Source: an optimization exercise on an open RTL-to-GDS flow (aim: small area, a short achievable clock period and few clock cycles per item). Production flows keep margins and buffers that such runs may drop. Where RTL was checked, it was by simulation tests only, not by an equivalence proof against the original. Power and IR drop assume default switching activity.

==> flow/design.v (excerpt) <==
module llmp16_alu (
    input  wire        clk,
    input  wire        rst,           
    input  wire        in_valid,
    output wire        in_ready,
    input  wire [15:0] in_instr,      
    input  wire [15:0] in_a,          
    input  wire [15:0] in_b,          
    output reg         out_valid,
    output reg  [15:0] out_result,
    output reg  [3:0]  out_dest,
    output reg         out_reg_we,
    output wire [3:0]  out_flags,     
    output reg         out_flags_we
);
clock: 10.0 ns
lec_check: 0
abc_area: 1
cap_margin: 20
core_margin: 2
core_utilization: 45
slew_margin: 20
standard.sh (not shown) runs the stock make flow with config.mk's settings and CLKGATE_MAP_FILE= SYNTH_SCRIPT=/design/flow/synth_recipe.tcl, a recipe that flattens the netlist after the stock synthesis.
==> flow/flow/run.sh <==
#!/bin/bash
set -euo pipefail
bash standard.sh SETUP_SLACK_MARGIN=6.3 finish > standard_flow.log 2>&1
Testbench counts at the start, summed over its fixed seeds: cycles 16,318, ops 12,000.
Then changed:
--- a/flow/design.v
+++ b/flow/design.v
@@ -389,22 +389,21 @@
     wire e_sar = (op_r == OP_SAR);
     wire e_mul = (op_r == OP_MUL);
     wire e_mod = (op_r == OP_MOD);
     wire e_dm  = (op_r == OP_DIV) || e_mod;
     wire e_nop = (op_r == OP_NOP);
     wire [15:0] f1_s = a_r ^ b_r ^ out_result;
     wire [15:0] f1_c = (a_r & b_r) | (a_r & out_result) | (b_r & out_result);
+    wire [16:0] mul_sum = {1'b0, f1_s} + {1'b0, f1_c[14:0], 1'b0};
+    wire        mul_c = h_r || (x_r ^ (^xl_r) ^ f1_c[15] ^ mul_sum[16]);
     wire [15:0] bx   = b_r ^ {16{sub_r}};
-    wire [15:0] ad_x = mul_p2 ? f1_s : a_r;
-    wire [15:0] ad_y = mul_p2 ? {f1_c[14:0], 1'b0} : bx;
-    wire [16:0] sum  = {1'b0, ad_x} + {1'b0, ad_y} + {16'd0, sub_r};
+    wire [16:0] sum  = {1'b0, a_r} + {1'b0, bx} + {16'd0, sub_r};
     wire        cout = sum[16];
     wire        add_c = sub_r ? !cout : cout;
     wire        add_v = (a_r[15] == bx[15]) && (sum[15] != a_r[15]);
-    wire        mul_c = h_r || (x_r ^ (^xl_r) ^ f1_c[15] ^ cout);
     wire        div_first = e_dm && !div_run;
     wire        b_zero = (b_r == 16'd0);
     wire        fits   = cout;                  
     wire [3:0]  k = msb_a - msb_b;              
     wire        k_zero = (k == 4'd0);           
     wire        div_done_first = b_zero || !fits || k_zero;
     wire        div_fin = div_run ? (cnt == 4'd0) : div_done_first;
@@ -449,15 +448,15 @@
     always @* begin
         r  = sum[15:0];
         fc = 1'b0;
         fv = 1'b0;
         if (e_add || e_sub) begin
             fc = add_c; fv = add_v;
         end else if (e_mul) begin
-            fc = mul_c;
+            r = mul_sum[15:0]; fc = mul_c;
         end else if (e_and) r = a_r & b_r;
         else if (e_or)  r = a_r | b_r;
         else if (e_xor) r = a_r ^ b_r;
         else if (e_shl || e_shr || e_sar) begin
             r = sh_r; fc = sh_c;
         end else if (e_dm) begin
             r = (e_mod && div_fin) ? rem : quo;
What happened: Worst setup slack is better by 0.050 ns. Cell count went up by 5.1%. Synthesized cell count went up by 4.6%. Utilization drops by 1.2 points. Die area climbs by 4.1%. Clock-buffer cell count stays the same. Power grows by 8.7%. Non-clock buffer count climbs by 22. Routed wire length went down by 1.4%. Final area grows by 3.3%. Via count grows by 3.3%. Global-route usage went down by 2.2 points.
Function not checked in the second run of this note: the RTL went through the layout flow alone.

* * *

Another version of the RTL of llmp16_alu (not shown whole).
Size in the first run: ~2000 cells after synthesis, ~79 I/O pins, roughly 13000 um2 of cells after synthesis.
## llmp16_alu
module llmp16_alu (
    input  wire        clk,
    input  wire        rst,           
    input  wire        in_valid,
    output wire        in_ready,
    input  wire [15:0] in_instr,      
    input  wire [15:0] in_a,          
    input  wire [15:0] in_b,          
    output reg         out_valid,
    output reg  [15:0] out_result,
    output reg  [3:0]  out_dest,
    output reg         out_reg_we,
    output wire [3:0]  out_flags,     
    output reg         out_flags_we
);
Settings: LEC_CHECK=0, ABC_AREA=1, CAP_MARGIN=20, CORE_MARGIN=2, CORE_UTILIZATION=45, SLEW_MARGIN=20; clock period 10.0 ns.
==> flow/flow/run.sh <==
#!/bin/bash
set -euo pipefail
bash standard.sh SETUP_SLACK_MARGIN=6.3 "BUFFER_PORTS_ARGS=-buffer_cell sky130_fd_sc_hd__buf_1" finish > standard_flow.log 2>&1
Testbench counts at the start, summed over its fixed seeds: cycles 16,318, ops 12,000.
Then changed:
--- a/flow/design.v
+++ b/flow/design.v
@@ -366,24 +366,23 @@
     reg        h_r, x_r;      
     reg [2:0]  xl_r;          
     reg        fc_r, fv_r;    
     reg        div_run;       
     reg [3:0]  cnt;           
     assign in_ready  = ready_r;
     assign out_flags = {out_result[15], out_result == 16'd0, fc_r, fv_r};
-    wire [15:0] f1_s = a_r ^ b_r ^ out_result;
-    wire [15:0] f1_c = (a_r & b_r) | (a_r & out_result) | (b_r & out_result);
     wire [15:0] bx   = b_r ^ {16{sub_r}};
-    wire [15:0] ad_x = mul_p2 ? f1_s : a_r;
-    wire [15:0] ad_y = mul_p2 ? {f1_c[14:0], 1'b0} : bx;
-    wire [16:0] sum  = {1'b0, ad_x} + {1'b0, ad_y} + {16'd0, sub_r};
-    wire        cout = sum[16];
+    wire [15:0] g3   = out_result & {16{mul_p2}};
+    wire [15:0] f1_s = a_r ^ bx ^ g3;
+    wire [15:0] f1_c = (a_r & bx) | (a_r & g3) | (bx & g3);
+    wire [16:0] sum  = {1'b0, f1_s} + {1'b0, f1_c[14:0], sub_r};
+    wire        cout = f1_c[15] | sum[16];      
     wire        add_c = sub_r ? !cout : cout;
     wire        add_v = (a_r[15] == bx[15]) && (sum[15] != a_r[15]);
-    wire        mul_c = h_r || (x_r ^ (^xl_r) ^ f1_c[15] ^ cout);
+    wire        mul_c = h_r || (x_r ^ (^xl_r) ^ f1_c[15] ^ sum[16]);
     wire        div_first = dfirst_r;
     wire        b_zero = (b_r == 16'd0);
     wire        fits   = cout;                  
     wire [3:0]  k = msb_a - msb_b;              
     wire        k_zero = (k == 4'd0);           
     wire        div_done_first = b_zero || !fits || k_zero;
     wire        div_fin = div_run ? (cnt == 4'd0) : div_done_first;
What happened: The changed run completed without violations; count of clock-buffer cells in the layout does not change; cell count falls by about 1.4%; clock skew decreases by 0.0034 ns; wire length goes up by 1.0%; worst hold slack stays flat; global-route usage climbs by 1.5 points; synthesized cell count decreases by about 2.4%; sequential share of layout area barely changes; total power is higher by about 1.9%; die area shrinks by about 2.3%; sequential power drops by about 2%; utilization goes up by 0.85 points; cell area falls by 1.0%; via count came out lower by 3.0%.
For the second run of this note, only the layout was checked, not whether the RTL still works.

==> re-timing with driven ports <==
The results above use ideal ports. As a check the final layouts listed here were re-extracted and re-timed, cells and wires unchanged. Step 1 assumes that a clkbuf_16 drives the clock port and a buf_2 every other input. Step 2 times the ports against the registers' clock, not the clock port: input delays grow and output delays shrink by t, the midpoint of the rising clock arrivals with the driver on. a / b / c = ideal ports / drivers / drivers and shift; a / b = the first two.
| run | shift t [ns] | setup WS [ns] | worst setup path after step 2 | slew at the worst register clock pin (ns) | pins driven straight from the clock port |
|---|---|---|---|---|---|
| the first run of note 1 | 0.414 | 6.225 / 6.225 / 5.882 | input to register | 0.08 / 0.08 | 1 |
| the second run of note 1 | 0.424 | 6.275 / 6.299 / 5.881 | input to register | 0.09 / 0.09 | 1 |
| the first run of note 2 | 0.419 | 6.357 / 6.323 / 6.047 | input to register | 0.08 / 0.08 | 1 |
| the second run of note 2 | 0.414 | 6.342 / 6.289 / 6.053 | input to register | 0.08 / 0.08 | 1 |
After both steps every run listed still meets setup and hold. For the second run of note 1, which loses most, drivers alone change the setup slack by +0.024 ns; drivers and shift together by -0.394 ns.
